Source: an optimization exercise on an open RTL-to-GDS flow (aim: small area and a short achievable clock period). Production flows keep margins and buffers that such runs may drop. No functional check of the RTL was part of any run shown here. Power figures rest on the tool's default switching activity, not on a simulated workload.

<file path="run.sh">
#!/bin/bash
# synth_recipe.tcl (not shown) runs the flow's synth.tcl, then flattens the netlist and writes it again
# the make line also repeats each setting of config.mk as NAME=value (left out here)
make -C /OpenROAD-flow-scripts/flow DESIGN_CONFIG=/design/flow/config.mk WORK_HOME=/design/flow/orfs CLKGATE_MAP_FILE= SYNTH_SCRIPT=/design/flow/synth_recipe.tcl finish
</file>
<file path="config.mk">
export PLATFORM = sky130hd
export DESIGN_NAME = kps_core
export DESIGN_NICKNAME = kps_core
export VERILOG_FILES = /design/flow/design.v
export SDC_FILE = /design/flow/constraint.sdc
export NUM_CORES = 4
export LEC_CHECK = 0
export CAP_MARGIN = 20
export CORE_MARGIN = 2
export CORE_UTILIZATION = 40
export SLEW_MARGIN = 20
</file>
<file path="constraint.sdc">
create_clock -name core_clock -period 8.0 [get_ports {clk}]
set_input_delay 1.6000 -clock core_clock [delete_from_list [all_inputs] [get_ports {clk}]]
set_output_delay 1.6000 -clock core_clock [all_outputs]
set_load 0.01 [all_outputs]
</file>
<file path="design.v">
module kps_core #(
    parameter [7:0]  SENTINEL        = 8'hA5,
    parameter [3:0]  P_POS           = 4'b1001,
    parameter [3:0]  P_NEG           = 4'b0110,
    parameter [16:0] INIT_TICKS_FAST = 17'd50,
    parameter [16:0] INIT_TICKS_SLOW = 17'd1000
) (
    input  wire        clk,
    input  wire        rst,           
    input  wire        rx_valid,
    input  wire [39:0] rx_frame,
    output wire        rx_ready,
    input  wire        tick_fast,
    input  wire        tick_slow,
    output wire [3:0]  legs,
    output reg         tx_valid,
    output wire [39:0] tx_frame
);
    localparam [9:0]  DEF_FAST = INIT_TICKS_FAST * 10;
    localparam [13:0] DEF_SLOW = INIT_TICKS_SLOW / 10;
    reg        cmd_ready;
    reg        op_set, op_start, op_stop, op_rb;
    reg        chan;
    reg        sel_f, sel_s;          
    reg        set_f, set_s;          
    reg [9:0]  per_f;
    reg [13:0] per_s;
    reg [7:0]  flg_f, flg_s;
    reg        run_mode;
    reg [1:0]  phase;
    reg        stop_req;
    reg        pos, neg;              
    reg        arm_f, arm_s;
    reg [9:0]  cnt_f;                 
    reg [3:0]  pre_s;                 
    reg [13:0] cnt_s;                 
    assign rx_ready = !cmd_ready;
    assign legs     = {pos, neg, neg, pos};
    assign tx_frame = {({8{sel_f}} & flg_f) | ({8{sel_s}} & flg_s),
                       2'b00,
                       ({4{sel_s}} & per_s[13:10]),
                       ({10{sel_f}} & per_f) | ({10{sel_s}} & per_s[9:0]),
                       7'h20, chan, SENTINEL};
    wire [3:0]  rx_op  = rx_frame[15:12];
    wire        rx_ch  = rx_frame[8];
    wire [15:0] rx_val = rx_frame[31:16];
    wire        take   = !cmd_ready && rx_valid && !rst && rx_frame[7:0] == SENTINEL;
    wire        we_f   = take && rx_op == 4'h1 && !rx_ch;
    wire        we_s   = take && rx_op == 4'h1 &&  rx_ch;
    wire [9:0]  new_f = (rx_val < 16'd10)   ? 10'd10 :
                        (rx_val > 16'd1000) ? 10'd1000 : rx_val[9:0];
    wire [13:0] new_s = (rx_val == 16'd0)   ? 14'd1 :
                        (rx_val > 16'd10000) ? 14'd10000 : rx_val[13:0];
    wire [9:0]  peff_f = set_f ? per_f : DEF_FAST;
    wire [13:0] peff_s = set_s ? per_s : DEF_SLOW;
    wire start_ok = op_start && !run_mode;
    wire run1     = run_mode || start_ok;
    wire stop1    = op_stop || (stop_req && !start_ok);
    wire arm_f1   = (arm_f && !(op_set && !chan)) || start_ok;
    wire arm_s1   = (arm_s && !(op_set &&  chan)) || start_ok;
    wire [9:0]  base_f = start_ok ? peff_f : cnt_f;
    wire [13:0] base_s = start_ok ? peff_s : cnt_s;
    wire [3:0]  bpre_s = start_ok ? 4'd0   : pre_s;
    wire        tk_f   = arm_f1 && tick_fast;
    wire        tk_s   = arm_s1 && tick_slow;
    wire        el_f   = tk_f && base_f < 10'd15;
    wire        wrap_s = bpre_s == 4'd9;
    wire        el_s   = tk_s && wrap_s && base_s == 14'd1;
    wire        f_act  = el_f && run1;
    wire        s_act  = el_s && run1;
    wire        sstop   = s_act && stop1;
    wire        rearm  = s_act && !stop1;
    reg  [9:0]  n_cnt_f;
    reg  [13:0] n_cnt_s;
    reg  [3:0]  n_pre_s;
    reg  [1:0]  n_phase;
    reg         n_pos, n_neg, n_arm_f;
    always @(*) begin
        if (el_f || rearm)   n_cnt_f = peff_f;
        else if (tk_f)       n_cnt_f = base_f - 10'd10;
        else                 n_cnt_f = base_f;
        if (el_s) begin
            n_cnt_s = peff_s;
            n_pre_s = 4'd0;
        end else if (tk_s) begin
            n_cnt_s = wrap_s ? base_s - 14'd1 : base_s;
            n_pre_s = wrap_s ? 4'd0 : bpre_s + 4'd1;
        end else begin
            n_cnt_s = base_s;
            n_pre_s = bpre_s;
        end
        n_phase = start_ok ? 2'd0 : phase;
        n_pos   = pos;
        n_neg   = neg;
        n_arm_f = arm_f1;
        if (f_act) begin
            case (n_phase)
                2'd0: begin n_pos = 1'b1; n_neg = 1'b0; n_phase = 2'd1; end
                2'd1: begin n_pos = 1'b0; n_neg = 1'b1; n_phase = 2'd2; end
                default: begin n_pos = 1'b0; n_neg = 1'b0; n_arm_f = 1'b0; end
            endcase
        end
        if (s_act) begin
            n_phase = 2'd0;
            if (!stop1) n_arm_f = 1'b1;
        end
    end
    always @(posedge clk) begin
        cmd_ready <= take;
        op_set    <= take && rx_op == 4'h1;
        op_start  <= take && rx_op == 4'h2;
        op_stop   <= take && rx_op == 4'h3;
        op_rb     <= take && rx_op == 4'h4;
        tx_valid  <= op_rb && !rst;
        if (!cmd_ready) begin
            chan  <= rx_ch;
            sel_f <= !rx_ch && set_f;
            sel_s <=  rx_ch && set_s;
        end
        if (we_f) begin
            per_f <= new_f;
            flg_f <= rx_frame[39:32];
        end
        if (we_s) begin
            per_s <= new_s;
            flg_s <= rx_frame[39:32];
        end
        cnt_f <= n_cnt_f;
        cnt_s <= n_cnt_s;
        pre_s <= n_pre_s;
        if (rst) begin
            set_f    <= 1'b0;
            set_s    <= 1'b0;
            run_mode <= 1'b0;
            phase    <= 2'd0;
            stop_req <= 1'b0;
            pos      <= 1'b0;
            neg      <= 1'b0;
            arm_f    <= 1'b0;
            arm_s    <= 1'b0;
        end else begin
            if (we_f) set_f <= 1'b1;
            if (we_s) set_s <= 1'b1;
            run_mode <= run1 && !sstop;
            phase    <= n_phase;
            stop_req <= stop1 && !sstop;
            pos      <= n_pos;
            neg      <= n_neg;
            arm_f    <= n_arm_f;
            arm_s    <= arm_s1 && !sstop;
        end
    end
endmodule
</file>
==> impl_metrics.csv, run 1 <==
group,metric,value,unit
clocking,cts_setup_buffers,0,
critical_path,crit_buf_inv,1,
logic_synthesis,syn_area,4540,um2
global_routing,grt_pass1_wl,17.2,mm
drt,vias_per_cell,5.42,
sta,slew_violations,0,
pwr,clkPwrFrac,0.444,
logic_synthesis,syn_inst,459,
sta,timing.hold.ws,454,ps
logic_synthesis,synth_top_area_share,0.284,
logic_synthesis,yosys_warnings,1,
critical_path,crit_path_end_kind,"register",
critical_path,slowest_delay,930,ps
layout,syn_to_final_growth,21.9,%
floorplan,core_area,11000,um2
clocking,clock_latency,340,ps
pwr,power_density,171,nW/um2
worst_hold_path,min_path_type,"reg2reg",
floorplan,row_count,38,
critical_path,path_depth,7,
clocking,ctsResizeCount,0,
sta,hold_viol,0,
logic_synthesis,synthFlopType,"dfxtp_1",
floorplan,start_util,0.414,
pwr,comb_power_share,0.057,
critical_path,critPathMaxFanout,22,
sta,skew,7.35,ps
drt,via_count,3585,
global_routing,antenna_found_initial,0,
critical_path,r2r_cells,12,
floorplan,die_width,111,um
sta,setup_viol,0,
global_routing,grt_pass1_vias,3536,
logic_synthesis,avgSynthCellArea,9.90,um2
pwr,internal-power,0.742,mW
floorplan,dieArea,12200,um2
critical_path,timing.rr.start,"set_s$_SDFFE_PP0P_",
critical_path,worstPathCellList,"clkdlybuf4s50_1 -> nor4bb_1 -> nand4_1 -> or4b_1 -> or2_2 -> nor4b_2 -> and2_1",
pwr,finalPower,0.946,mW
layout,layout-drive-gt1-share,0.0900,
placement,numPortBuffers,70,
drt,drtIter0Drc,146,
drt,wl_per_cell,16.0,um
critical_path,crit_family,"simple AND/OR/NAND/NOR gates",
layout,design_area,5540,um2
critical_path,start_kind,"input port",
logic_synthesis,synth_top_area_cell,"edfxtp_1",
worst_hold_path,whs_endpoint,"tx_valid$_DFF_P_",
clocking,cts_root_buffer,"clkbuf_16",
critical_path,slowest_stage,"and2_1",
sta,grt_setup_unrepaired,"no",
clocking,cts_buffer_depth,2,
sta,worst_pin_slew,1110,ps
sta,setup-tns-final,0,ps
run_status,status,"complete, no violations",
critical_path,rrSetupSlack,4240,ps
clocking,cts_hold_buf,0,
layout,diodes,0,
clocking,cts.clk_slew.worst_paths,60,ps
critical_path,crit_path_start,"rst",
logic_synthesis,ys_ff_latch,87,
floorplan,die_h,111,um
pwr,leakagePower,1.93,nW
critical_path,cp.required,7950,ps
sta,finalCritPeriodShare,0.611,
pwr,ir_drop,0.000106,V
sta,clock.fmax,205,MHz
clocking,clock_sinks,87,
job,maxCapViolations,0,
sta,slew_headroom,0.260,
drt,drc,0,
floorplan,ioPinCount,91,
pwr,swShare,0.216,
global_routing,grt_overflow,0,
placement,dp.cells,646,
layout,final_util,0.504,
placement,dp_slack,2680,ps
drt,firstDrtPassIters,4,
global_routing,grt_max_degree,33,
sta,min_period,4890,ps
worst_hold_path,min-delay-start,"op_rb$_DFF_P_",
logic_synthesis,yosysSeqAreaShare,0.478,
clocking,tritoncts,"built",
logic_synthesis,synthTopCellsByCount,"dfxtp_1 (44), nor2_1 (44), edfxtp_1 (43)",
placement,place_congestion,0.777,
sta,finalWorstSetupSlack,3110,ps
drt,finalWirelength,10.6,mm
critical_path,cp.arrival,4840,ps
placement,dpl_cell_area,5240,um2
critical_path,crit_type,"in2reg",
layout,fill_cells,1028,
placement,dp_hpwl,7.73,mm
clocking,htreeDepth,3,
logic_synthesis,ys_top_cells_by_area,"edfxtp_1 (28%), dfxtp_1 (19%), buf_4 (3.8%)",
layout,stdcell_count,662,
pwr,seqPwrFrac,0.499,
logic_synthesis,yosysUniqueCellTypes,73,
logic_synthesis,synthArstFlopShare,0,
logic_synthesis,synth_edf_count,43,
clocking,cts_made_buffers,9,
worst_hold_path,holdPathStages,1,
layout,nets,567,
drt,ant_nets,0,
global_routing,gr-usage-all-layers,0.173,
critical_path,timing.rr.end,"cnt_s[4]$_DFF_P_",
pwr,p_sw,0.205,mW
[layout make-up]
type / count / area [um2] / share of cell area
Timing Repair Buffer: 73 / 723 / 0.131
Clock buffer: 9 / 225 / 0.0407
Inverter: 10 / 37.5 / 0.00678
Tap cell: 140 / 175 / 0.0316
Clock inverter: 7 / 71.3 / 0.0129
Multi-Input combinational cell: 336 / 2130 / 0.385
Sequential cell: 87 / 2170 / 0.392
[state kept, by name, indices dropped and copies added, names as in the netlist, 2 cells and up]
| signal | cells |
|---|---|
| cnt_f | 10 |
| cnt_s | 14 |
| flg_f | 8 |
| flg_s | 8 |
| per_f | 10 |
| per_s | 14 |
| phase | 2 |
| pre_s | 4 |
[worst max-delay path by stage]
stage | endpoint | slack (ps)
finish | flg_s[5]$_DFFE_PP_ | 3110
global route | flg_s[5]$_DFFE_PP_ | 2890
CTS | flg_s[5]$_DFFE_PP_ | 3050
detailed placement | per_s[1]$_SDFFCE_PP0P_ | 2680
global placement | per_s[1]$_SDFFCE_PP0P_ | 2720
floorplan | flg_s[0]$_DFFE_PP_ | 3960
[power by group through the flow]
stage          Sequential [mW]  Combinational (mW)  Clock [mW]
2_1_floorplan            0.481              0.0314           0
3_3_place_gp             0.482              0.0531           0
3_5_place_dp             0.482              0.0542           0
4_1_cts                  0.472              0.0544       0.429
5_1_grt                  0.472              0.0598       0.446
6_report                 0.472              0.0542       0.420
[cell families after synthesis]
family                     Yosys count  synth area share
other                                2           0.00165
AOI/OAI and AO/OA                  107             0.160
DFF                                 87             0.478
and+or+nand+nor                    184             0.231
adders and majority gates            5            0.0138
buffers and inverters               51            0.0653
xor gates and xnor gates            11            0.0212
muxes                               12            0.0286
[per-layer routing]
layer | part of all wire | up-vias | routed length (um) | track usage
met3 | 0.037 | 11 | 397 | 0.0340
met5 | 0 | - | 0 | 0
met4 | 0.016 | 0 | 165 | 0.0675
met1 | 0.45 | 1733 | 4780 | 0.217
li1 | - | 1759 | - | -
met2 | 0.50 | 82 | 5280 | 0.294
[placed cells by master (no fill, tap or decap), drive strengths merged, types with 4 or more instances in the layout]
cell | netlist | final
clkbuf | 14 | 9
mux2i | 7 | 7
nor3 | 12 | 12
and2 | 20 | 20
nand2 | 25 | 25
xnor2 | 5 | 5
dfxtp | 44 | 44
a22o | 18 | 18
nand2b | 11 | 11
nand3 | 15 | 15
conb | 2 | 17
clkdlybuf4s50 | 0 | 70
edfxtp | 43 | 43
nor4 | 8 | 8
or4 | 4 | 4
a211oi | 4 | 4
clkinv | 0 | 4
xor2 | 6 | 6
inv | 10 | 11
o21a | 6 | 6
o21ai | 24 | 24
and3 | 4 | 4
o31ai | 4 | 4
nor2 | 44 | 44
a21oi | 26 | 26
nor2b | 4 | 4
or2 | 10 | 10
mux2 | 5 | 5
nor4b | 5 | 5
ha | 5 | 5
or3 | 4 | 4
nand4 | 5 | 5
==> run 2: changes to the inputs <==
--- a/config.mk
+++ b/config.mk
@@ -7,2 +7,3 @@
 export LEC_CHECK = 0
+export ABC_CLOCK_PERIOD_IN_PS = 1500
 export CAP_MARGIN = 20
@@ -10,2 +11,4 @@
 export CORE_UTILIZATION = 40
+export SETUP_SLACK_MARGIN = 5
 export SLEW_MARGIN = 20
+export TNS_END_PERCENT = 100
==> run 2 against run 1 <==
Effect of this change:
- wire length is 14% higher
- cell area grew 14%
- still clean on timing, DRC and antenna
- sequential power barely moved
- non-clock buffer count grew 58
- critical path depth rose by 4
- clock power down 5.0%
- synthesized cell count stayed put
- synthesized area stayed put
- final cell count is 9.2% higher
- register-to-register slack improved by 990 ps
- via count is 8.3% higher
- global-route usage increased by 2.4 points
==> impl_metrics.csv, run 2 <==
group,metric,value,unit
run_status,status,"complete, no violations",
job,maxCapViolations,0,
layout,seqCellArea,2180,um2
sta,slew_violations,0,
floorplan,ioPinCount,91,
layout,layout-drive-gt1-share,0.300,
logic_synthesis,synth_adder_area_share,0.0138,
floorplan,row_count,38,
placement,place_congestion,0.846,
critical_path,rrSetupSlack,5230,ps
critical_path,cp.arrival,3660,ps
drt,via_count,3884,
sta,skew,7.39,ps
global_routing,grt_pass1_vias,3804,
clocking,tritoncts,"built",
logic_synthesis,synth.area.mux_share,0.0287,
floorplan,die_width,111,um
layout,reg_top3,"cnt_s (14), per_s (14)",
drt,vias_per_cell,5.37,
global_routing,gr-usage-all-layers,0.197,
logic_synthesis,synth_top_area_share,0.284,
sta,worst_pin_slew,623,ps
worst_hold_path,min-delay-start,"op_rb$_DFF_P_",
global_routing,grt_pass1_wl,19.3,mm
floorplan,core_area,11000,um2
logic_synthesis,yosysSeqAreaShare,0.478,
clocking,cts_made_buffers,9,
placement,dp_hpwl,7.59,mm
drt,firstDrtPassIters,4,
critical_path,r2r_cells,8,
global_routing,grt_overflow,0,
logic_synthesis,synth_edf_count,43,
floorplan,dieArea,12200,um2
logic_synthesis,ys_top_cells_by_area,"edfxtp_1 (28%), dfxtp_1 (19%), buf_4 (3.8%)",
critical_path,crit_path_end_kind,"register",
critical_path,start_kind,"input port",
clocking,cts.clk_slew.worst_paths,70,ps
critical_path,crit_type,"in2reg",
pwr,ir_drop,0.000104,V
sta,min_period,3600,ps
layout,fill_cells,935,
pwr,finalPower,0.935,mW
critical_path,cp.required,8070,ps
placement,numPortBuffers,70,
logic_synthesis,synth_top_family_by_area,"simple AND/OR/NAND/NOR gates",
worst_hold_path,holdPathStages,1,
layout,syn_to_final_growth,39.4,%
logic_synthesis,synth_top_area_cell,"edfxtp_1",
layout,final_util,0.577,
drt,finalWirelength,12.1,mm
critical_path,critPathMaxFanout,5,
logic_synthesis,synthFlopType,"dfxtp_1",
sta,slew_headroom,0.585,
logic_synthesis,syn_area,4540,um2
clocking,cts_buffer_depth,2,
layout,nets,628,
logic_synthesis,synth_compound_area_frac,0.160,
drt,wl_per_cell,16.8,um
sta,grt_setup_unrepaired,"yes",
sta,clock.fmax,278,MHz
logic_synthesis,synth_xor_area_frac,0.0212,
logic_synthesis,avgSynthCellArea,9.90,um2
clocking,cts_root_buffer,"clkbuf_16",
global_routing,grt_max_degree,31,
floorplan,die_h,111,um
layout,final_common_cell,"edfxtp_1",
sta,setup_viol,0,
clocking,htreeDepth,3,
clocking,clock_sinks,87,
logic_synthesis,yosys_warnings,1,
global_routing,antenna_found_initial,0,
logic_synthesis,ys_ff_latch,87,
critical_path,timing.rr.end,"cnt_f[0]$_DFF_P_",
layout,final_cell_mix,"edfxtp_1 (43), nor2_1 (42), dfxtp_1 (41)",
logic_synthesis,yosysUniqueCellTypes,73,
drt,drtIter0Drc,309,
clocking,clock_latency,340,ps
sta,finalCritPeriodShare,0.450,
logic_synthesis,synthTopCellsByCount,"dfxtp_1 (44), nor2_1 (44), edfxtp_1 (43)",
logic_synthesis,synthSimpleGateAreaFrac,0.231,
worst_hold_path,whs_endpoint,"tx_valid$_DFF_P_",
worst_hold_path,min_path_type,"reg2reg",
layout,multi_input_area,2370,um2
logic_synthesis,synthArstFlopShare,0,
critical_path,timing.rr.start,"op_start$_DFF_P_",
pwr,power_density,148,nW/um2
drt,ant_nets,0,
logic_synthesis,syn_inst,459,
sta,hold_viol,0,
sta,setup-tns-final,0,ps
pwr,leakagePower,2.48,nW
layout,diodes,0,
floorplan,start_util,0.414,
drt,drc,0,
-- run 2: changes by cell type in the layout (fill, tap and decap cells not counted), moves of 7 or more --
cell / previous run / this run
buf_2: 0 / 23
clkdlybuf4s50_1: 70 / 29
buf_4: 3 / 30
and2_4: 0 / 10
buf_6: 0 / 20
and2_1: 20 / 13
dlygate4sd2_1: 0 / 9
-- run 2: cell families after synthesis --
| kind of cell | after synthesis |
|---|---|
| AO/OA/AOI/OAI | 107 |
| XOR/XNOR | 11 |
| adder cells (fa/ha/maj) | 5 |
| buffers and inverters | 51 |
| flip-flops | 87 |
| multiplexers | 12 |
| other | 2 |
| AND/OR/NAND/NOR | 184 |
-- run 2: through the flow --
step           cell area (um2)  cells  hold slack (ps)  setup WS (ps)
3_5_place_dp              5280    646              428           3290
3_3_place_gp              5280    646              422           3310
5_1_grt                   6330    723              450           4310
6_report                  6330    723              438           4400
4_1_cts                   6090    703              444           4370
2_1_floorplan             4640    474              414           4280
-- run 2: what timing repair did --
item / in CTS / in global routing
hold buffers: 0 / 0
endpoints found under the setup margin: 124 / 106
resized for setup: 188 / 40
gates cloned: 9 / 3
pin swaps: 30 / 23
buffers inserted: 32 / 17
-- run 2: area by class of cell --
class / instances / area share
Timing Repair Buffer: 131 / 0.203
Sequential cell: 87 / 0.344
Clock inverter: 7 / 0.00889
Inverter: 10 / 0.00593
Tap cell: 140 / 0.0277
Multi-Input combinational cell: 339 / 0.375
Clock buffer: 9 / 0.0356
-- run 2: worst max-delay path, stage by stage --
cell,delay [ps]
buf_12,100
nor4bb_4,240
nand4_1,120
or4b_4,490
or2_4,260
nor4b_4,200
buf_4,160
and2b_4,170
buf_6,100
buf_12,110
buf_16,110
-- run 2: worst max-delay path by stage --
stage | start | depth (start not counted) | end
after floorplan | rx_frame[30] | 6 | per_f[0]$_SDFFCE_PP0P_
after global placement | rst | 7 | per_s[10]$_SDFFCE_PP0P_
after detailed placement | rst | 7 | per_s[10]$_SDFFCE_PP0P_
after CTS | rx_frame[31] | 7 | per_f[2]$_SDFFCE_PP0P_
after global routing | rst | 11 | per_f[8]$_SDFFCE_PP0P_
final | rst | 11 | flg_f[2]$_DFFE_PP_
-- run 2: routing by layer --
metal | share of wire | track usage
met5 | 0 | 0
met4 | 0.0098 | 0.0517
met3 | 0.048 | 0.0362
met2 | 0.49 | 0.335
met1 | 0.45 | 0.257
-- run 2: where the power goes --
group / total [mW] / switching, mW / internal [mW]
clock: 0.399 / 0.185 / 0.215
sequential: 0.471 / 0.00257 / 0.469
combinational: 0.0640 / 0.0290 / 0.0350
==> run 3: changes to the inputs <==
--- a/config.mk
+++ b/config.mk
@@ -7,3 +7,2 @@
 export LEC_CHECK = 0
-export ABC_CLOCK_PERIOD_IN_PS = 1500
 export CAP_MARGIN = 20
==> run 3 against run 2 <==
Effect of this change:
- cell area unchanged
- power did not move
- clock power hardly changed
- largest power group unchanged
- highest routed layer unchanged
- die area did not move
- synthesized cell count unchanged
- still clean on timing, DRC and antenna
- combinational power about the same
- utilization is the same
==> impl_metrics.csv, run 3 <==
group,metric,value,unit
placement,dpl_cell_area,5280,um2
pwr,p_sw,0.216,mW
critical_path,cp_common_cell,"buf_12",
layout,final_common_cell,"edfxtp_1",
pwr,seqPwrFrac,0.504,
logic_synthesis,yosys_warnings,1,
sta,finalCritPeriodShare,0.450,
layout,fill_cells,935,
floorplan,die_width,111,um
global_routing,grt.busiest_layer,"met2",
sta,hold_viol,0,
floorplan,die_h,111,um
logic_synthesis,syn_inst,459,
floorplan,ioPinCount,91,
sta,worst_pin_slew,623,ps
sta,clock.fmax,278,MHz
critical_path,crit_family,"simple AND/OR/NAND/NOR gates",
job,maxCapViolations,0,
clocking,clock_latency,340,ps
pwr,ir_drop,0.000104,V
critical_path,start_kind,"input port",
critical_path,slowest_delay,490,ps
clocking,htreeDepth,3,
clocking,cts_buffer_depth,2,
placement,dp_hpwl,7.59,mm
floorplan,start_util,0.414,
global_routing,grt_util_met2,0.335,
logic_synthesis,syn_area,4540,um2
layout,diodes,0,
drt,wl_per_cell,16.8,um
global_routing,gr-usage-all-layers,0.197,
critical_path,crit_buf_inv,5,
clocking,cts_made_buffers,9,
logic_synthesis,synth_top_area_cell,"edfxtp_1",
global_routing,grt_overflow,0,
layout,layout-drive-gt1-share,0.300,
drt,drtIter0Drc,309,
critical_path,crit_path_end_kind,"register",
pwr,leakagePower,2.48,nW
sta,slew_headroom,0.585,
floorplan,core_area,11000,um2
sta,setup_viol,0,
layout,design_area,6330,um2
logic_synthesis,ys_ff_latch,87,
clocking,cts_root_buffer,"clkbuf_16",
drt,via_count,3884,
pwr,clkPwrFrac,0.427,
pwr,swShare,0.231,
drt,drc,0,
logic_synthesis,avgSynthCellArea,9.90,um2
logic_synthesis,synth_edf_count,43,
layout,nets,628,
run_status,status,"complete, no violations",
global_routing,antenna_found_initial,0,
critical_path,cp.required,8070,ps
global_routing,met3_usage,0.0362,
pwr,internal-power,0.718,mW
logic_synthesis,synth_top_area_share,0.284,
sta,setup-tns-final,0,ps
drt,vias_per_cell,5.37,
layout,final_cell_mix,"edfxtp_1 (43), nor2_1 (42), dfxtp_1 (41)",
sta,min_period,3600,ps
critical_path,slowest_stage,"or4b_4",
critical_path,crit_type,"in2reg",
sta,slew_violations,0,
drt,finalWirelength,12.1,mm
pwr,finalPower,0.935,mW
layout,syn_to_final_growth,39.4,%
clocking,tritoncts,"built",
clocking,cts_hold_buf,0,
global_routing,grt_pass1_vias,3804,
pwr,comb_power_share,0.068,
drt,firstDrtPassIters,4,
logic_synthesis,yosysUniqueCellTypes,73,
logic_synthesis,synthTopCellsByCount,"dfxtp_1 (44), nor2_1 (44), edfxtp_1 (43)",
critical_path,worstPathCellList,"buf_12 -> nor4bb_4 -> nand4_1 -> or4b_4 -> or2_4 -> nor4b_4 -> buf_4 -> and2b_4 -> buf_6 -> buf_12 -> buf_16",
worst_hold_path,min_path_type,"reg2reg",
logic_synthesis,synthFlopType,"dfxtp_1",
logic_synthesis,ys_top_cells_by_area,"edfxtp_1 (28%), dfxtp_1 (19%), buf_4 (3.8%)",
placement,place_congestion,0.846,
logic_synthesis,yosysSeqAreaShare,0.478,
drt,ant_nets,0,
layout,reg_top3,"cnt_s (14), per_s (14)",
floorplan,row_count,38,
placement,numPortBuffers,70,
sta,skew,7.39,ps
sta,finalWorstSetupSlack,4400,ps
clocking,clock_sinks,87,
global_routing,grt_max_degree,31,
logic_synthesis,synthArstFlopShare,0,
global_routing,grt_pass1_wl,19.3,mm
floorplan,dieArea,12200,um2
pwr,power_density,148,nW/um2
critical_path,critPathMaxFanout,5,
global_routing,met1_usage,0.257,
critical_path,cp.arrival,3660,ps
sta,grt_setup_unrepaired,"yes",
clocking,cts.clk_slew.worst_paths,70,ps
placement,dp_slack,3290,ps
==> run 3: cell counts in the layout (fill, tap and decap cells not counted) <==
No cell type changed its count.
==> run 3: final timing paths <==
check                                 startpoint                 end  slack, ps  cells after the start
worst max register to register  op_start$_DFF_P_    cnt_f[0]$_DFF_P_       5230                      8
worst min-delay path               op_rb$_DFF_P_    tx_valid$_DFF_P_        440                      1
worst max-delay path                         rst  flg_f[2]$_DFFE_PP_       4400                     11
worst min register to register     op_rb$_DFF_P_    tx_valid$_DFF_P_        440                      1
==> run 3: layout make-up <==
cell class | count | area (um2) | share of cell area
Clock buffer | 9 | 225 | 0.0356
Clock inverter | 7 | 56.3 | 0.00889
Inverter | 10 | 37.5 | 0.00593
Multi-Input combinational cell | 339 | 2370 | 0.375
Sequential cell | 87 | 2180 | 0.344
Tap cell | 140 | 175 | 0.0277
Timing Repair Buffer | 131 | 1280 | 0.203
==> run 3: kinds of logic (layout without fill, tap and decap cells) <==
kind of cell             Yosys count  after routing  share of synthesized area
other                              2             17                    0.00165
adder cells (fa/ha/maj)            5              5                     0.0138
multiplexers                      12             12                     0.0286
flip-flops                        87             87                      0.478
AO/OA/AOI/OAI                    107            107                      0.160
XOR/XNOR                          11             11                     0.0212
buffers and inverters             51            157                     0.0653
AND/OR/NAND/NOR                  184            187                      0.231
==> run 3: layer usage <==
layer,vias up,routed length [um]
li1,1889,-
met1,1881,5450
met2,106,5980
met3,8,579
met4,0,119
met5,-,0
==> run 3: through the flow <==
step / instances / hold WS [ps] / utilization
after detailed placement: 646 / 428 / 0.481
after CTS: 703 / 444 / 0.554
final: 723 / 438 / 0.577
after global placement: 646 / 422 / 0.481
after floorplan: 474 / 414 / -
after global routing: 723 / 450 / 0.577
==> run 3: what timing repair did <==
| action | in CTS | in global routing |
|---|---|---|
| cloned | 9 | 3 |
| pin swaps | 30 | 23 |
| gates resized for setup | 188 | 40 |
| setup buffers | 32 | 17 |
| endpoints found under the hold margin | 0 | 0 |
| endpoints found under the setup margin | 124 | 106 |
==> run 3: power groups by stage <==
stage	Combinational [mW]	Clock, mW	Sequential [mW]
6_report	0.0640	0.399	0.471
5_1_grt	0.0697	0.428	0.471
4_1_cts	0.0599	0.408	0.471
3_5_place_dp	0.0553	0	0.482
3_3_place_gp	0.0539	0	0.482
2_1_floorplan	0.0318	0	0.481
==> run 3: worst reg2reg max path, delay by kind of cell (launching register included) <==
family	cells	cell delay [ps]
and+or+nand+nor	5	1300
muxes	2	710
DFF	1	410
buffers and inverters	1	250
==> run 4: changes to the inputs <==
--- a/design.v
+++ b/design.v
@@ -20,3 +20,3 @@
     localparam [13:0] DEF_SLOW = INIT_TICKS_SLOW / 10;
-    reg        cmd_ready;
+    reg        cmd_ready, rdy;        
     reg        op_set, op_start, op_stop, op_rb;
@@ -33,6 +33,6 @@
     reg        arm_f, arm_s;
-    reg [9:0]  cnt_f;                 
+    reg [9:1]  cnt_f;                 
     reg [3:0]  pre_s;                 
     reg [13:0] cnt_s;                 
-    assign rx_ready = !cmd_ready;
+    assign rx_ready = rdy;
     assign legs     = {pos, neg, neg, pos};
@@ -46,9 +46,14 @@
     wire [15:0] rx_val = rx_frame[31:16];
-    wire        take   = !cmd_ready && rx_valid && !rst && rx_frame[7:0] == SENTINEL;
+    wire        take   = !cmd_ready && rx_valid && rx_frame[7:0] == SENTINEL;
+    wire        tk     = take && !rst;
     wire        we_f   = take && rx_op == 4'h1 && !rx_ch;
     wire        we_s   = take && rx_op == 4'h1 &&  rx_ch;
-    wire [9:0]  new_f = (rx_val < 16'd10)   ? 10'd10 :
-                        (rx_val > 16'd1000) ? 10'd1000 : rx_val[9:0];
-    wire [13:0] new_s = (rx_val == 16'd0)   ? 14'd1 :
-                        (rx_val > 16'd10000) ? 14'd10000 : rx_val[13:0];
+    wire        f_lo = rx_val < 16'd10;
+    wire        f_hi = rx_val > 16'd1000;
+    wire        s_lo = rx_val == 16'd0;
+    wire        s_hi = rx_val > 16'd10000;
+    wire [9:0]  new_f = ({10{!f_lo && !f_hi}} & rx_val[9:0]) |
+                        ({10{f_lo}} & 10'd10) | ({10{f_hi}} & 10'd1000);
+    wire [13:0] new_s = ({14{!s_lo && !s_hi}} & rx_val[13:0]) |
+                        ({14{s_lo}} & 14'd1) | ({14{s_hi}} & 14'd10000);
     wire [9:0]  peff_f = set_f ? per_f : DEF_FAST;
@@ -60,14 +65,17 @@
     wire arm_s1   = (arm_s && !(op_set &&  chan)) || start_ok;
-    wire [9:0]  base_f = start_ok ? peff_f : cnt_f;
+    wire [9:0]  base_f = start_ok ? peff_f : {cnt_f, peff_f[0]};
     wire [13:0] base_s = start_ok ? peff_s : cnt_s;
     wire [3:0]  bpre_s = start_ok ? 4'd0   : pre_s;
-    wire        tk_f   = arm_f1 && tick_fast;
-    wire        tk_s   = arm_s1 && tick_slow;
-    wire        el_f   = tk_f && base_f < 10'd15;
+    wire        lt15   = base_f < 10'd15;
     wire        wrap_s = bpre_s == 4'd9;
-    wire        el_s   = tk_s && wrap_s && base_s == 14'd1;
+    wire        last_s = wrap_s && base_s == 14'd1;
+    wire        el_f   = tick_fast && arm_f1 && lt15;
+    wire        tk_s   = tick_slow && arm_s1;
+    wire        el_s   = tk_s && last_s;
     wire        f_act  = el_f && run1;
     wire        s_act  = el_s && run1;
-    wire        sstop   = s_act && stop1;
+    wire        sstop  = s_act && stop1;
     wire        rearm  = s_act && !stop1;
+    wire [9:0]  dec_f  = base_f - 10'd10;
+    wire [9:0]  tck_f  = !arm_f1 ? base_f : lt15 ? peff_f : dec_f;
     reg  [9:0]  n_cnt_f;
@@ -78,5 +86,5 @@
     always @(*) begin
-        if (el_f || rearm)   n_cnt_f = peff_f;
-        else if (tk_f)       n_cnt_f = base_f - 10'd10;
-        else                 n_cnt_f = base_f;
+        if (rearm)          n_cnt_f = peff_f;
+        else if (tick_fast) n_cnt_f = tck_f;
+        else                n_cnt_f = base_f;
         if (el_s) begin
@@ -108,7 +116,8 @@
     always @(posedge clk) begin
-        cmd_ready <= take;
-        op_set    <= take && rx_op == 4'h1;
-        op_start  <= take && rx_op == 4'h2;
-        op_stop   <= take && rx_op == 4'h3;
-        op_rb     <= take && rx_op == 4'h4;
+        cmd_ready <= tk;
+        rdy       <= !tk;
+        op_set    <= tk && rx_op == 4'h1;
+        op_start  <= tk && rx_op == 4'h2;
+        op_stop   <= tk && rx_op == 4'h3;
+        op_rb     <= tk && rx_op == 4'h4;
         tx_valid  <= op_rb && !rst;
@@ -127,3 +136,3 @@
         end
-        cnt_f <= n_cnt_f;
+        cnt_f <= n_cnt_f[9:1];
         cnt_s <= n_cnt_s;
==> run 4 against run 3 <==
Effect of this change:
- power barely moved
- fmax rose by 11%
- count of clock-buffer cells in the layout did not move
- clock power fell by 2%
- hold slack improved by 9.0 ps
- clock skew barely moved
- cell area rose by 1.5%
- sequential share of layout area fell by 0.56 points
- utilization fell by 1.1 points
- critical endpoint is now per_f[0]$_DFFE_PP_
- largest power group unchanged
==> impl_metrics.csv, run 4 <==
group,metric,value,unit
run_status,status,"complete, no violations",
drt,firstDrtPassIters,4,
global_routing,antenna_found_initial,0,
drt,ant_nets,0,
sta,hold_viol,0,
floorplan,start_util,0.410,
pwr,ir_drop,0.000117,V
clocking,clock_sinks,87,
floorplan,die_h,112,um
global_routing,grt_pass1_vias,3748,
sta,slew_headroom,0.469,
global_routing,grt_util_met2,0.318,
critical_path,critPathMaxFanout,3,
critical_path,start_kind,"input port",
critical_path,path_depth,7,
logic_synthesis,ys_ff_latch,87,
layout,diodes,0,
logic_synthesis,synthArstFlopShare,0,
sta,min_period,3250,ps
clocking,tritoncts,"built",
placement,numPortBuffers,70,
clocking,cts_hold_buf,0,
layout,final_common_cell,"edfxtp_1",
drt,vias_per_cell,5.30,
clocking,cts_made_buffers,9,
critical_path,endpoint,"per_f[0]$_DFFE_PP_",
clocking,htreeDepth,3,
critical_path,r2r_cells,7,
critical_path,timing.rr.start,"op_start$_DFF_P_",
global_routing,grt_overflow,0,
logic_synthesis,avgSynthCellArea,10.3,um2
layout,syn_to_final_growth,38.1,%
sta,setup-tns-final,0,ps
global_routing,met3_usage,0.0452,
sta,worst_pin_slew,793,ps
critical_path,crit_path_end_kind,"register",
drt,drc,0,
critical_path,cp.required,8110,ps
global_routing,grt_pass1_wl,19.4,mm
critical_path,timing.rr.end,"cnt_f[8]$_DFF_P_",
critical_path,crit_path_start,"rx_frame[31]",
logic_synthesis,synth_top_area_share,0.277,
sta,setup_viol,0,
logic_synthesis,yosysUniqueCellTypes,71,
floorplan,dieArea,12500,um2
floorplan,die_width,112,um
layout,nets,622,
logic_synthesis,syn_inst,453,
layout,reg_top3,"cnt_s (14), per_s (14), per_f (10)",
logic_synthesis,synth_top_area_cell,"edfxtp_1",
clocking,cts.clk_slew.worst_paths,70,ps
global_routing,grt_max_degree,23,
drt,drtIter0Drc,211,
critical_path,crit_family,"simple AND/OR/NAND/NOR gates",
sta,grt_setup_unrepaired,"yes",
worst_hold_path,min_path_type,"reg2reg",
logic_synthesis,synthFlopType,"dfxtp_1",
critical_path,crit_buf_inv,1,
logic_synthesis,synth_edf_count,43,
floorplan,core_area,11400,um2
clocking,clock_latency,350,ps
placement,dp_hpwl,7.58,mm
critical_path,rrSetupSlack,5080,ps
sta,finalCritPeriodShare,0.407,
critical_path,cp.arrival,3360,ps
layout,fill_cells,985,
critical_path,slowest_stage,"or4_4",
layout,final_cell_mix,"edfxtp_1 (43), dfxtp_1 (41), buf_4 (38)",
sta,timing.hold.ws,447,ps
sta,slew_violations,0,
logic_synthesis,yosysSeqAreaShare,0.466,
pwr,power_density,145,nW/um2
critical_path,worstPathCellList,"buf_8 -> or3_4 -> or4_4 -> or2_4 -> nor4b_4 -> a21oi_2 -> and2_4",
drt,finalWirelength,12.4,mm
logic_synthesis,synthTopCellsByCount,"dfxtp_1 (44), edfxtp_1 (43), nor2_1 (30)",
pwr,leakagePower,2.60,nW
sta,clock.fmax,307,MHz
critical_path,slowest_delay,430,ps
critical_path,crit_type,"in2reg",
logic_synthesis,yosys_warnings,1,
drt,via_count,3815,
global_routing,grt.busiest_layer,"met2",
logic_synthesis,post-synth-top-count-cell,"dfxtp_1",
placement,place_congestion,0.836,
sta,skew,7.70,ps
floorplan,ioPinCount,91,
drt,wl_per_cell,17.2,um
floorplan,row_count,39,
global_routing,met1_usage,0.254,
logic_synthesis,ys_top_cells_by_area,"edfxtp_1 (28%), dfxtp_1 (19%), a22o_1 (3.6%)",
job,maxCapViolations,0,
clocking,cts_buffer_depth,2,
clocking,cts_root_buffer,"clkbuf_16",
layout,layout-drive-gt1-share,0.305,
logic_synthesis,syn_area,4660,um2
global_routing,gr-usage-all-layers,0.199,
## run 4: area by class of cell
cell class | count | area [um2] | share of cell area
multi-input cells | 324 | 2440 | 0.380
inverters | 19 | 71.3 | 0.0111
repair buffers | 131 | 1280 | 0.200
clock buffers | 9 | 225 | 0.0350
flip-flops and latches | 87 | 2180 | 0.339
well taps | 143 | 179 | 0.0278
clock inverters | 7 | 48.8 | 0.00759
## run 4: kinds of logic after synthesis
group,Yosys count,synth area share
adder cells (fa/ha/maj),5,0.0134
AO/OA/AOI/OAI,85,0.127
flip-flops,87,0.466
AND/OR/NAND/NOR,172,0.219
other,2,0.00161
multiplexers,26,0.0677
buffers and inverters,60,0.0752
XOR/XNOR,16,0.0301
## run 4: what timing repair did
item	4_1_cts	5_1_grt
pin swaps	26	30
resized for setup	109	83
buffers inserted	38	19
endpoints found under the setup margin	118	71
cloned	6	1
## run 4: worst min-delay path by stage
stage,start,end,slack (ps),cells past startpoint
3_5_place_dp,op_rb$_DFF_P_,tx_valid$_DFF_P_,440,1
2_1_floorplan,op_rb$_DFF_P_,tx_valid$_DFF_P_,410,1
4_1_cts,op_rb$_DFF_P_,tx_valid$_DFF_P_,450,1
6_report,op_rb$_DFF_P_,tx_valid$_DFF_P_,450,1
3_3_place_gp,op_rb$_DFF_P_,tx_valid$_DFF_P_,420,1
5_1_grt,op_rb$_DFF_P_,tx_valid$_DFF_P_,460,1
## run 4: report_power, final
group	internal [mW]	total [mW]	switching, mW
logic	0.0353	0.0686	0.0333
clock network	0.210	0.392	0.182
registers	0.471	0.474	0.00312
## run 4: per-layer routing
metal,up-vias,share of wire
met5,-,0
met4,0,0.034
met3,22,0.057
met2,118,0.48
met1,1836,0.43
li1,1839,-
## run 4: per-stage QoR
step	cell area [um2]	power [mW]	utilization	setup slack, ps	cells
final	6430	0.934	0.566	4750	720
after global routing	6430	0.966	0.566	4710	720
after CTS	6240	0.939	0.548	4680	700
after detailed placement	5410	0.546	0.476	3740	640
after global placement	5410	0.544	0.476	3750	640
after floorplan	4830	0.520	-	4530	468
==> run 5: changes to the inputs <==
--- a/config.mk
+++ b/config.mk
@@ -7,2 +7,3 @@
 export LEC_CHECK = 0
+export ABC_AREA = 1
 export CAP_MARGIN = 20
==> run 5 against run 4 <==
Effect of this change:
- power grew 1.2%
- sequential power shrank 1%
- synthesized area grew 8.8%
- cell area shrank 0.60%
- die area grew 8.4%
- critical endpoint is now tx_frame[37]
- largest cell class unchanged
==> impl_metrics.csv, run 5 <==
group,metric,value,unit
run_status,status,"complete, no violations",
placement,dpl_cell_area,5750,um2
sta,finalCritPeriodShare,0.385,
job,maxCapViolations,0,
pwr,power_density,148,nW/um2
pwr,ir_drop,0.000132,V
layout,syn_to_final_growth,26.2,%
pwr,swShare,0.222,
global_routing,antenna_found_initial,0,
worst_hold_path,min_path_type,"reg2reg",
sta,slew_violations,0,
floorplan,die_width,117,um
critical_path,start_kind,"register",
floorplan,core_area,12500,um2
drt,drc,0,
logic_synthesis,ys_ff_latch,87,
clocking,tritoncts,"built",
layout,reg_top3,"cnt_s (14), per_s (14), per_f (10)",
pwr,comb_power_share,0.052,
logic_synthesis,syn_inst,675,
layout,design_area,6390,um2
sta,slew_headroom,0.615,
sta,timing.hold.ws,409,ps
placement,dp_slack,4270,ps
drt,finalWirelength,13.0,mm
logic_synthesis,synthTopCellsByCount,"nand2_1 (193), inv_1 (99), nor2_1 (67)",
logic_synthesis,synth_edf_count,43,
clocking,cts.clk_slew.worst_paths,70,ps
drt,firstDrtPassIters,5,
pwr,clkPwrFrac,0.452,
sta,hold_viol,0,
layout,layout-drive-gt1-share,0.156,
pwr,seqPwrFrac,0.496,
placement,dp.cells,893,
sta,grt_setup_unrepaired,"yes",
sta,setup_viol,0,
pwr,internal-power,0.736,mW
critical_path,worstPathCellList,"buf_6 -> buf_12 -> a22o_1 -> buf_2",
logic_synthesis,synthArstFlopShare,0,
floorplan,start_util,0.406,
pwr,leakagePower,3.05,nW
clocking,cts_root_buffer,"clkbuf_16",
pwr,finalPower,0.945,mW
sta,setup-tns-final,0,ps
layout,final_cell_mix,"nand2_1 (190), inv_1 (95), nor2_1 (64)",
sta,min_period,3080,ps
logic_synthesis,synth_top_area_share,0.255,
layout,nets,813,
critical_path,cp.arrival,1480,ps
placement,numPortBuffers,70,
logic_synthesis,synthFlopType,"dfxtp_1",
clocking,cts_hold_buf,0,
logic_synthesis,yosysUniqueCellTypes,43,
pwr,p_sw,0.209,mW
floorplan,die_h,117,um
logic_synthesis,synth_top_area_cell,"edfxtp_1",
logic_synthesis,yosys_warnings,1,
layout,fill_cells,1192,
layout,stdcell_count,940,
floorplan,dieArea,13600,um2
layout,final_util,0.513,
clocking,cts_made_buffers,9,
floorplan,row_count,41,
global_routing,grt_pass1_wl,20.6,mm
sta,skew,11.2,ps
drt,via_count,4478,
placement,dp_hpwl,9.05,mm
logic_synthesis,ys_top_cells_by_area,"edfxtp_1 (25%), dfxtp_1 (17%), nand2_1 (14%)",
clocking,clock_sinks,87,
drt,vias_per_cell,4.76,
drt,wl_per_cell,13.8,um
critical_path,crit_path_end_kind,"output port",
sta,clock.fmax,325,MHz
logic_synthesis,syn_area,5060,um2
global_routing,grt_overflow,0,
layout,diodes,0,
critical_path,crit_type,"reg2out",
global_routing,gr-usage-all-layers,0.197,
drt,drtIter0Drc,171,
clocking,htreeDepth,3,
global_routing,grt_pass1_vias,4237,
layout,final_common_cell,"nand2_1",
critical_path,slowest_stage,"edfxtp_1",
logic_synthesis,yosysSeqAreaShare,0.429,
logic_synthesis,post-synth-top-count-cell,"nand2_1",
global_routing,grt_max_degree,45,
sta,worst_pin_slew,577,ps
critical_path,cp.required,6400,ps
placement,place_congestion,0.946,
floorplan,ioPinCount,91,
critical_path,slowest_delay,490,ps
clocking,clock_latency,350,ps
logic_synthesis,avgSynthCellArea,7.50,um2
critical_path,critPathMaxFanout,5,
sta,finalWorstSetupSlack,4920,ps
drt,ant_nets,0,
clocking,cts_buffer_depth,2,
run 5: cell count changes after synthesis, moves of 8 or more:
| cell | change |
|---|---|
| nand2b_1 | -16 |
| nand2_2 | +11 |
| inv_1 | +80 |
| mux2i_1 | -13 |
| xnor2_1 | -12 |
| nand2_1 | +166 |
| a21oi_1 | -8 |
| nor2_1 | +37 |
| o21ai_1 | +9 |
| nand4_1 | +10 |
| o21ai_0 | +9 |
| nand3_1 | +35 |
| nor3_1 | -9 |
| and2_1 | -19 |
run 5: power by group through the flow:
| stage | registers [mW] | clock network, mW | logic, mW |
|---|---|---|---|
| 5_1_grt | 0.469 | 0.451 | 0.0549 |
| 3_5_place_dp | 0.479 | 0 | 0.0470 |
| 2_1_floorplan | 0.478 | 0 | 0.0259 |
| 3_3_place_gp | 0.479 | 0 | 0.0463 |
| 6_report | 0.469 | 0.427 | 0.0495 |
| 4_1_cts | 0.469 | 0.436 | 0.0476 |
run 5: final cells by class:
cell class	count	area, um2	share of cell area
repair buffers	98	928	0.145
clock buffers	10	229	0.0358
inverters	106	405	0.0634
repair inverters	3	22.5	0.00352
well taps	172	215	0.0337
flip-flops and latches	87	2170	0.340
multi-input cells	458	2350	0.368
clock inverters	6	68.8	0.0108
run 5: kinds of logic (layout without fill, tap and decap cells):
group                    after synthesis  count (layout)  synth area share
AO/OA/AOI/OAI                         82              82             0.103
AND/OR/NAND/NOR                      352             352             0.316
buffers and inverters                145             223             0.135
other                                  2              17           0.00148
flip-flops                            87              87             0.429
adder cells (fa/ha/maj)                5               5            0.0124
XOR/XNOR                               2               2           0.00346
run 5: worst max-delay path, delay by kind of cell (launching register included):
kind            cells  cell delay, ps
compound gates      1             200
buf+inv             3             440
flops               1             490
run 5: path summary, 6_finish.rpt:
check        cells past startpoint             start          endpoint  slack [ps]
min reg2reg                      2     op_rb$_DFF_P_  tx_valid$_DFF_P_         410
max reg2reg                     13  op_start$_DFF_P_  cnt_f[5]$_DFF_P_        5460
min                              2     op_rb$_DFF_P_  tx_valid$_DFF_P_         410
max                              4   sel_f$_DFFE_PN_      tx_frame[37]        4920
run 5: what timing repair did:
action                                  CTS  global route
endpoints found under the setup margin   97            83
cloned                                    1             5
gates resized for setup                  83            31
setup buffers                            17             8
pin swaps                                 3            14
run 5: routing by layer:
| layer | part of all wire | global-route usage | up-vias |
|---|---|---|---|
| met2 | 0.47 | 0.306 | 116 |
| met3 | 0.050 | 0.0291 | 19 |
| met5 | 0 | 0 | - |
| met1 | 0.46 | 0.272 | 2038 |
| li1 | - | - | 2305 |
| met4 | 0.022 | 0.0905 | 0 |
==> run 6: changes to the inputs <==
--- a/design.v
+++ b/design.v
@@ -21,5 +21,4 @@
     reg        cmd_ready, rdy;        
-    reg        op_set, op_start, op_stop, op_rb;
-    reg        chan;
-    reg        sel_f, sel_s;          
+    reg        op_set_f, op_set_s, op_start, op_stop, op_rb_f, op_rb_s;
+    reg        sel_f, sel_s, tx_ch;   
     reg        set_f, set_s;          
@@ -42,3 +41,3 @@
                        ({10{sel_f}} & per_f) | ({10{sel_s}} & per_s[9:0]),
-                       7'h20, chan, SENTINEL};
+                       7'h20, tx_ch, SENTINEL};
     wire [3:0]  rx_op  = rx_frame[15:12];
@@ -63,7 +62,7 @@
     wire stop1    = op_stop || (stop_req && !start_ok);
-    wire arm_f1   = (arm_f && !(op_set && !chan)) || start_ok;
-    wire arm_s1   = (arm_s && !(op_set &&  chan)) || start_ok;
-    wire [9:0]  base_f = start_ok ? peff_f : {cnt_f, peff_f[0]};
-    wire [13:0] base_s = start_ok ? peff_s : cnt_s;
-    wire [3:0]  bpre_s = start_ok ? 4'd0   : pre_s;
+    wire arm_f1   = (arm_f && !op_set_f) || start_ok;
+    wire arm_s1   = (arm_s && !op_set_s) || start_ok;
+    wire [9:0]  base_f = {cnt_f, peff_f[0]};
+    wire [13:0] base_s = cnt_s;
+    wire [3:0]  bpre_s = pre_s;
     wire        lt15   = base_f < 10'd15;
@@ -86,6 +85,6 @@
     always @(*) begin
-        if (rearm)          n_cnt_f = peff_f;
+        if (s_act || !run1) n_cnt_f = peff_f;
         else if (tick_fast) n_cnt_f = tck_f;
         else                n_cnt_f = base_f;
-        if (el_s) begin
+        if (el_s || !run1) begin
             n_cnt_s = peff_s;
@@ -118,12 +117,12 @@
         rdy       <= !tk;
-        op_set    <= tk && rx_op == 4'h1;
+        op_set_f  <= tk && rx_op == 4'h1 && !rx_ch;
+        op_set_s  <= tk && rx_op == 4'h1 &&  rx_ch;
         op_start  <= tk && rx_op == 4'h2;
         op_stop   <= tk && rx_op == 4'h3;
-        op_rb     <= tk && rx_op == 4'h4;
-        tx_valid  <= op_rb && !rst;
-        if (!cmd_ready) begin
-            chan  <= rx_ch;
-            sel_f <= !rx_ch && set_f;
-            sel_s <=  rx_ch && set_s;
-        end
+        op_rb_f   <= tk && rx_op == 4'h4 && !rx_ch;
+        op_rb_s   <= tk && rx_op == 4'h4 &&  rx_ch;
+        tx_valid  <= (op_rb_f || op_rb_s) && !rst;
+        sel_f     <= op_rb_f && set_f;
+        sel_s     <= op_rb_s && set_s;
+        tx_ch     <= op_rb_s;
         if (we_f) begin
==> flow/run.sh (new file) <==
#!/bin/bash
set -euo pipefail
bash standard.sh synth > synth.log 2>&1
bash standard.sh SETUP_SLACK_MARGIN=5.6 finish > finish.log 2>&1
==> standard.sh (new file) <==
#!/bin/bash
# synth_recipe.tcl (not shown) runs the flow's synth.tcl, then flattens the netlist and writes it again
# the make line also repeats each setting of config.mk as NAME=value (left out here)
make -C /OpenROAD-flow-scripts/flow DESIGN_CONFIG=/design/flow/config.mk WORK_HOME=/design/flow/orfs CLKGATE_MAP_FILE= SYNTH_SCRIPT=/design/flow/synth_recipe.tcl "${@:-finish}"
removed: run.sh
==> run 6 against run 5 <==
Effect of this change:
- hold slack lost 46 ps
- synthesized cell count shrank 19%
- fmax grew 9.6%
- die area shrank 7.4%
- wire length shrank 3.6%
- sequential power grew 4%
- critical endpoint is now tx_frame[38]
- largest power group unchanged
- highest routed layer unchanged
==> impl_metrics.csv, run 6 <==
group,metric,value,unit
placement,dp_hpwl,7.51,mm
logic_synthesis,ys_ff_latch,89,
floorplan,row_count,39,
placement,dp_slack,4420,ps
floorplan,die_width,112,um
global_routing,antenna_found_initial,0,
layout,seqCellArea,2420,um2
global_routing,grt_overflow,0,
logic_synthesis,synth_edf_count,63,
sta,setup_viol,0,
clocking,clock_latency,330,ps
layout,syn_to_final_growth,46.8,%
drt,drc,0,
critical_path,crit_type,"reg2out",
sta,worst_pin_slew,580,ps
sta,skew,7.86,ps
layout,design_area,6860,um2
critical_path,cp.arrival,1210,ps
clocking,htreeDepth,3,
logic_synthesis,post-synth-top-count-cell,"nand2_1",
clocking,cts.clk_slew.worst_paths,70,ps
clocking,cts_made_buffers,9,
layout,nets,730,
logic_synthesis,synth_top_area_cell,"edfxtp_1",
job,maxCapViolations,0,
pwr,power_density,144,nW/um2
floorplan,start_util,0.409,
logic_synthesis,syn_area,4680,um2
placement,numPortBuffers,70,
worst_hold_path,min_path_type,"reg2reg",
logic_synthesis,yosysUniqueCellTypes,34,
drt,vias_per_cell,4.87,
critical_path,cp.required,6400,ps
layout,reg_top3,"cnt_s (14), per_s (14), per_f (10)",
sta,slew_violations,0,
logic_synthesis,yosys_warnings,1,
pwr,finalPower,0.987,mW
layout,final_common_cell,"nand2_1",
clocking,cts_buffer_depth,2,
drt,finalWirelength,12.5,mm
layout,fill_cells,958,
clocking,cts_hold_buf,0,
layout,final_util,0.601,
logic_synthesis,synthFlopType,"edfxtp_1",
sta,clock.fmax,356,MHz
sta,finalCritPeriodShare,0.351,
sta,hold_viol,0,
clocking,clock_sinks,89,
critical_path,critPathMaxFanout,12,
floorplan,die_h,112,um
layout,multi_input_area,2230,um2
global_routing,grt_max_degree,22,
drt,firstDrtPassIters,5,
pwr,ir_drop,0.000111,V
pwr,leakagePower,2.96,nW
placement,dpl_cell_area,5580,um2
logic_synthesis,synth_top_area_share,0.405,
global_routing,gr-usage-all-layers,0.196,
layout,diodes,0,
sta,setup-tns-final,0,ps
placement,place_congestion,0.878,
floorplan,core_area,11400,um2
floorplan,dieArea,12600,um2
drt,drtIter0Drc,306,
logic_synthesis,syn_inst,547,
critical_path,crit_path_end_kind,"output port",
logic_synthesis,synthTopCellsByCount,"nand2_1 (135), inv_1 (72), edfxtp_1 (63)",
drt,wl_per_cell,15.1,um
sta,finalWorstSetupSlack,5190,ps
global_routing,grt_pass1_vias,3954,
clocking,cts_root_buffer,"clkbuf_16",
logic_synthesis,avgSynthCellArea,8.55,um2
clocking,tritoncts,"built",
sta,grt_setup_unrepaired,"yes",
layout,layout-drive-gt1-share,0.360,
logic_synthesis,ys_top_cells_by_area,"edfxtp_1 (40%), dfxtp_1 (11%), nand2_1 (11%)",
run_status,status,"complete, no violations",
global_routing,grt_pass1_wl,19.6,mm
layout,final_cell_mix,"nand2_1 (113), edfxtp_1 (63), inv_1 (50)",
logic_synthesis,synthArstFlopShare,0,
logic_synthesis,yosysSeqAreaShare,0.516,
critical_path,start_kind,"register",
sta,slew_headroom,0.609,
drt,via_count,4031,
drt,ant_nets,0,
floorplan,ioPinCount,91,
sta,min_period,2810,ps
[run 6: cell types whose count changed in the layout (fill, tap and decap cells not counted), sizes merged, moves of 18 or more]
cell           change
buf               +72
inv               -27
nand2             -67
clkdlybuf4s50     -35
edfxtp            +20
dfxtp             -18
[run 6: cell families after synthesis]
kind of cell | Yosys count | synth area share
AND/OR/NAND/NOR | 277 | 0.260
buffers and inverters | 110 | 0.114
flip-flops | 89 | 0.516
AO/OA/AOI/OAI | 50 | 0.0685
XOR/XNOR | 13 | 0.0244
adder cells (fa/ha/maj) | 6 | 0.0161
other | 2 | 0.00161
[run 6: worst paths after layout]
path                      startpoint                  to  depth (start not counted)  slack (ps)
setup / recovery       sel_f$_DFF_P_        tx_frame[38]                          3        5190
hold / removal       op_rb_s$_DFF_P_       tx_ch$_DFF_P_                          0         360
setup reg to reg  set_f$_SDFFE_PP0P_  cnt_f[7]$_DFFE_PP_                          7        6090
hold reg to reg      op_rb_s$_DFF_P_       tx_ch$_DFF_P_                          0         360
[run 6: area by class of cell]
class                      count  share of cell area
clock buffer                   9              0.0328
clock inverter                 7              0.0111
inverter                      77              0.0572
multi-input combinational    365               0.325
sequential                    89               0.353
tap                          143              0.0261
timing repair buffer         137               0.195
[run 6: layer usage]
| metal | up-vias | share of wire | track usage |
|---|---|---|---|
| met3 | 20 | 0.043 | 0.0394 |
| met4 | 0 | 0.022 | 0.0634 |
| met2 | 112 | 0.54 | 0.357 |
| met5 | - | 0 | 0 |
| met1 | 1866 | 0.40 | 0.232 |
| li1 | 2033 | - | - |
[run 6: worst max-delay path: stages (launching register included)]
cell	delay [ps]
dfxtp_4	370
buf_12	150
a22o_1	220
buf_2	130
[run 6: what timing repair did]
action,4_1_cts,5_1_grt
setup endpoints to repair,160,133
pin swaps,30,31
resized for setup,299,80
gates cloned,6,0
buffers inserted,49,14
[run 6: report_power, final]
part           switching [mW]  internal, mW
clock                   0.178         0.244
combinational          0.0387        0.0374
sequential          0.0000635         0.488
[run 6: stage by stage]
stage,cells,hold WS (ps)
2_1_floorplan,562,351
3_3_place_gp,742,360
3_5_place_dp,742,357
4_1_cts,813,359
5_1_grt,827,369
6_report,827,362
==> run 7: changes to the inputs <==
==> run.sh (new file) <==
#!/bin/bash
# synth_recipe.tcl (not shown) runs the flow's synth.tcl, then flattens the netlist and writes it again
# the make line also repeats each setting of config.mk as NAME=value (left out here)
make -C /OpenROAD-flow-scripts/flow DESIGN_CONFIG=/design/flow/config.mk WORK_HOME=/design/flow/orfs CLKGATE_MAP_FILE= SYNTH_SCRIPT=/design/flow/synth_recipe.tcl finish
removed: flow/run.sh
removed: standard.sh
==> run 7 against run 6 <==
Effect of this change:
- still clean on timing, DRC and antenna
- worst setup slack lost 150 ps
- final cell count shrank 6.8%
- count of clock-buffer cells in the layout is the same
- clock power grew 1%
- hold slack gained 22 ps
- first-iteration DRC count shrank 52%
- wire length shrank 11%
- utilization shrank 8.1 points
- synthesized cell count is the same
- power shrank 2.8%
- critical endpoint is now flg_f[2]$_DFFE_PP_
==> impl_metrics.csv, run 7 <==
group,metric,value,unit
run_status,status,"complete, no violations",
logic_synthesis,avgSynthCellArea,8.55,um2
placement,dp_hpwl,7.83,mm
critical_path,critPathMaxFanout,19,
clocking,clock_sinks,89,
critical_path,slowest_delay,460,ps
logic_synthesis,synth_top_area_cell,"edfxtp_1",
sta,worst_pin_slew,713,ps
floorplan,ioPinCount,91,
drt,vias_per_cell,4.84,
logic_synthesis,synth_top_area_share,0.405,
pwr,power_density,162,nW/um2
sta,slew_violations,0,
sta,slew_headroom,0.519,
floorplan,die_width,112,um
logic_synthesis,synthArstFlopShare,0,
critical_path,cp.arrival,3010,ps
layout,nets,674,
logic_synthesis,synth_edf_count,63,
pwr,ir_drop,0.000107,V
critical_path,worstPathCellList,"clkdlybuf4s50_1 -> nand4_1 -> nor2_1 -> nand3_2 -> buf_4 -> nor2_4 -> buf_12",
pwr,p_sw,0.204,mW
drt,drtIter0Drc,148,
sta,hold_viol,0,
placement,dp_slack,4120,ps
critical_path,start_kind,"input port",
drt,via_count,3734,
floorplan,die_h,112,um
sta,timing.hold.ws,384,ps
logic_synthesis,post-synth-top-count-cell,"nand2_1",
critical_path,crit_path_end_kind,"register",
clocking,cts.clk_slew.worst_paths,60,ps
logic_synthesis,yosysUniqueCellTypes,34,
layout,reg_top3,"cnt_s (14), per_s (14), per_f (10)",
floorplan,dieArea,12600,um2
drt,drc,0,
floorplan,core_area,11400,um2
critical_path,crit_buf_inv,3,
clocking,tritoncts,"built",
worst_hold_path,min_path_type,"reg2reg",
drt,finalWirelength,11.1,mm
layout,final_cell_mix,"nand2_1 (131), inv_1 (72), edfxtp_1 (63)",
critical_path,cp.required,8050,ps
pwr,comb_power_share,0.044,
logic_synthesis,ys_ff_latch,89,
pwr,leakagePower,2.58,nW
drt,wl_per_cell,14.4,um
logic_synthesis,syn_inst,547,
floorplan,start_util,0.409,
layout,diodes,0,
pwr,clkPwrFrac,0.446,
clocking,cts_buffer_depth,2,
global_routing,grt_max_degree,28,
layout,final_common_cell,"nand2_1",
global_routing,antenna_found_initial,0,
sta,min_period,2960,ps
logic_synthesis,synthTopCellsByCount,"nand2_1 (135), inv_1 (72), edfxtp_1 (63)",
sta,grt_setup_unrepaired,"yes",
sta,finalCritPeriodShare,0.370,
sta,setup_viol,0,
floorplan,row_count,39,
logic_synthesis,syn_area,4680,um2
logic_synthesis,ys_top_cells_by_area,"edfxtp_1 (40%), dfxtp_1 (11%), nand2_1 (11%)",
global_routing,gr-usage-all-layers,0.182,
critical_path,rrSetupSlack,6150,ps
placement,place_congestion,0.927,
critical_path,slowest_stage,"clkdlybuf4s50_1",
sta,clock.fmax,338,MHz
sta,setup-tns-final,0,ps
layout,syn_to_final_growth,26.9,%
pwr,finalPower,0.959,mW
logic_synthesis,synthFlopType,"edfxtp_1",
sta,skew,6.34,ps
logic_synthesis,yosys_warnings,1,
pwr,swShare,0.213,
global_routing,grt_overflow,0,
drt,firstDrtPassIters,4,
clocking,cts_hold_buf,0,
clocking,cts_root_buffer,"clkbuf_16",
placement,numPortBuffers,70,
global_routing,grt_pass1_wl,18.2,mm
sta,finalWorstSetupSlack,5040,ps
logic_synthesis,yosysSeqAreaShare,0.516,
clocking,cts_made_buffers,9,
job,maxCapViolations,0,
clocking,htreeDepth,3,
pwr,internal-power,0.755,mW
pwr,seqPwrFrac,0.509,
layout,layout-drive-gt1-share,0.0955,
layout,fill_cells,1059,
critical_path,crit_type,"in2reg",
layout,final_util,0.520,
global_routing,grt_pass1_vias,3747,
critical_path,crit_family,"buffers and inverters",
drt,ant_nets,0,
clocking,clock_latency,340,ps
## run 7: cell count changes in the layout (fill, tap and decap cells not counted), sizes merged
cell           previous run  this run
clkinvlp                  3         1
buf                     113        11
clkdlybuf4s50             8        47
dlygate4sd2               5        13
nand2                   139       138
dlymetal6s2s              1         2
dlygate4sd1               0         1
clkbuf                   13        12
clkinv                    3         2
nor2                     69        68
inv                      77        80
## run 7: through the flow
| step | cell area [um2] | instances |
|---|---|---|
| after floorplan | 4740 | 562 |
| after global placement | 5390 | 744 |
| after detailed placement | 5390 | 744 |
| after CTS | 5820 | 767 |
| after global routing | 5940 | 771 |
| final | 5940 | 771 |
## run 7: power groups by stage
stage	Combinational [mW]	Clock, mW	Sequential (mW)
global route	0.0467	0.459	0.488
global placement	0.0391	0	0.499
CTS	0.0409	0.438	0.488
floorplan	0.0201	0	0.499
detailed placement	0.0402	0	0.499
finish	0.0425	0.428	0.488
## run 7: worst register-to-register path, cell delays in order (launching register included)
cell     delay (ps)
dfxtp_1         590
nand4_1         170
nand2_1         400
inv_2           160
o21ai_0         120
nand2_1          60
nand2_1          50
nand2_1          50
## run 7: kinds of logic (layout without fill, tap and decap cells)
group                    Yosys count  in the layout  share of synthesized area
AO/OA/AOI/OAI                     50             50                     0.0685
buffers and inverters            110            176                      0.114
XOR/XNOR                          13             13                     0.0244
flip-flops                        89             89                      0.516
adder cells (fa/ha/maj)            6              6                     0.0161
other                              2             17                    0.00161
AND/OR/NAND/NOR                  277            277                      0.260
## run 7: per-layer routing
metal / up-vias / share of wire / track usage / routed length [um]
li1: 1912 / - / - / -
met1: 1738 / 0.44 / 0.229 / 4860
met2: 74 / 0.51 / 0.314 / 5670
met3: 10 / 0.036 / 0.0362 / 403
met4: 0 / 0.016 / 0.0593 / 179
met5: - / 0 / 0 / 0
## run 7: final cells by class
type	instances	area (um2)	share of cell area
tap	143	179	0.0301
clock buffer	9	225	0.0379
timing repair buffer	83	877	0.148
sequential	89	2420	0.408
inverter	77	292	0.0491
multi-input combinational	363	1870	0.315
clock inverter	7	76.3	0.0129
## run 7: repair_timing
action,in CTS,in global routing
endpoints found under the setup margin,81,74
pin swaps,3,3
resized for setup,37,21
setup buffers,7,1
cloned,0,3
## run 7: final timing paths
check / start / to / depth (start not counted)
min reg2reg: op_rb_s$_DFF_P_ / tx_ch$_DFF_P_ / 0
min: op_rb_s$_DFF_P_ / tx_ch$_DFF_P_ / 0
max reg2reg: set_f$_SDFFE_PP0P_ / cnt_f[7]$_DFFE_PP_ / 7
max: rx_frame[2] / flg_f[2]$_DFFE_PP_ / 7

separate check: timing with driven ports:
In the flow no input, the clock included, has a driving cell. The finished layouts below were timed again as built, in two steps.
Step 1: set_driving_cell puts a clkbuf_16 on clk and a buf_2 on each other input, an assumption about the parent block.
Step 2 also shifts input and output timing later by t, the mid clock arrival at the registers, as if the neighbouring blocks saw the same clock.
Three values: no drivers, after step 1, after step 2; two values: the first two.
| run | t (ns) | setup slack, ns | worst data-port slew with drivers (ns) | cell pins on the clock port's net |
|---|---|---|---|---|
| run 1 | 0.374 | 3.110 / 3.127 / 2.753 | 0.04 | 1 |
| run 2 | 0.378 | 4.404 / 4.396 / 4.018 | 0.06 | 1 |
| run 3 | 0.378 | 4.404 / 4.396 / 4.018 | 0.06 | 1 |
| run 4 | 0.385 | 4.747 / 4.749 / 4.364 | 0.05 | 1 |
| run 5 | 0.391 | 4.924 / 4.881 / 4.670 | 0.05 | 1 |
| run 6 | 0.370 | 5.193 / 5.153 / 4.934 | 0.06 | 1 |
| run 7 | 0.376 | 5.042 / 5.006 / 4.668 | 0.04 | 1 |
After both steps every run listed still meets setup and hold.
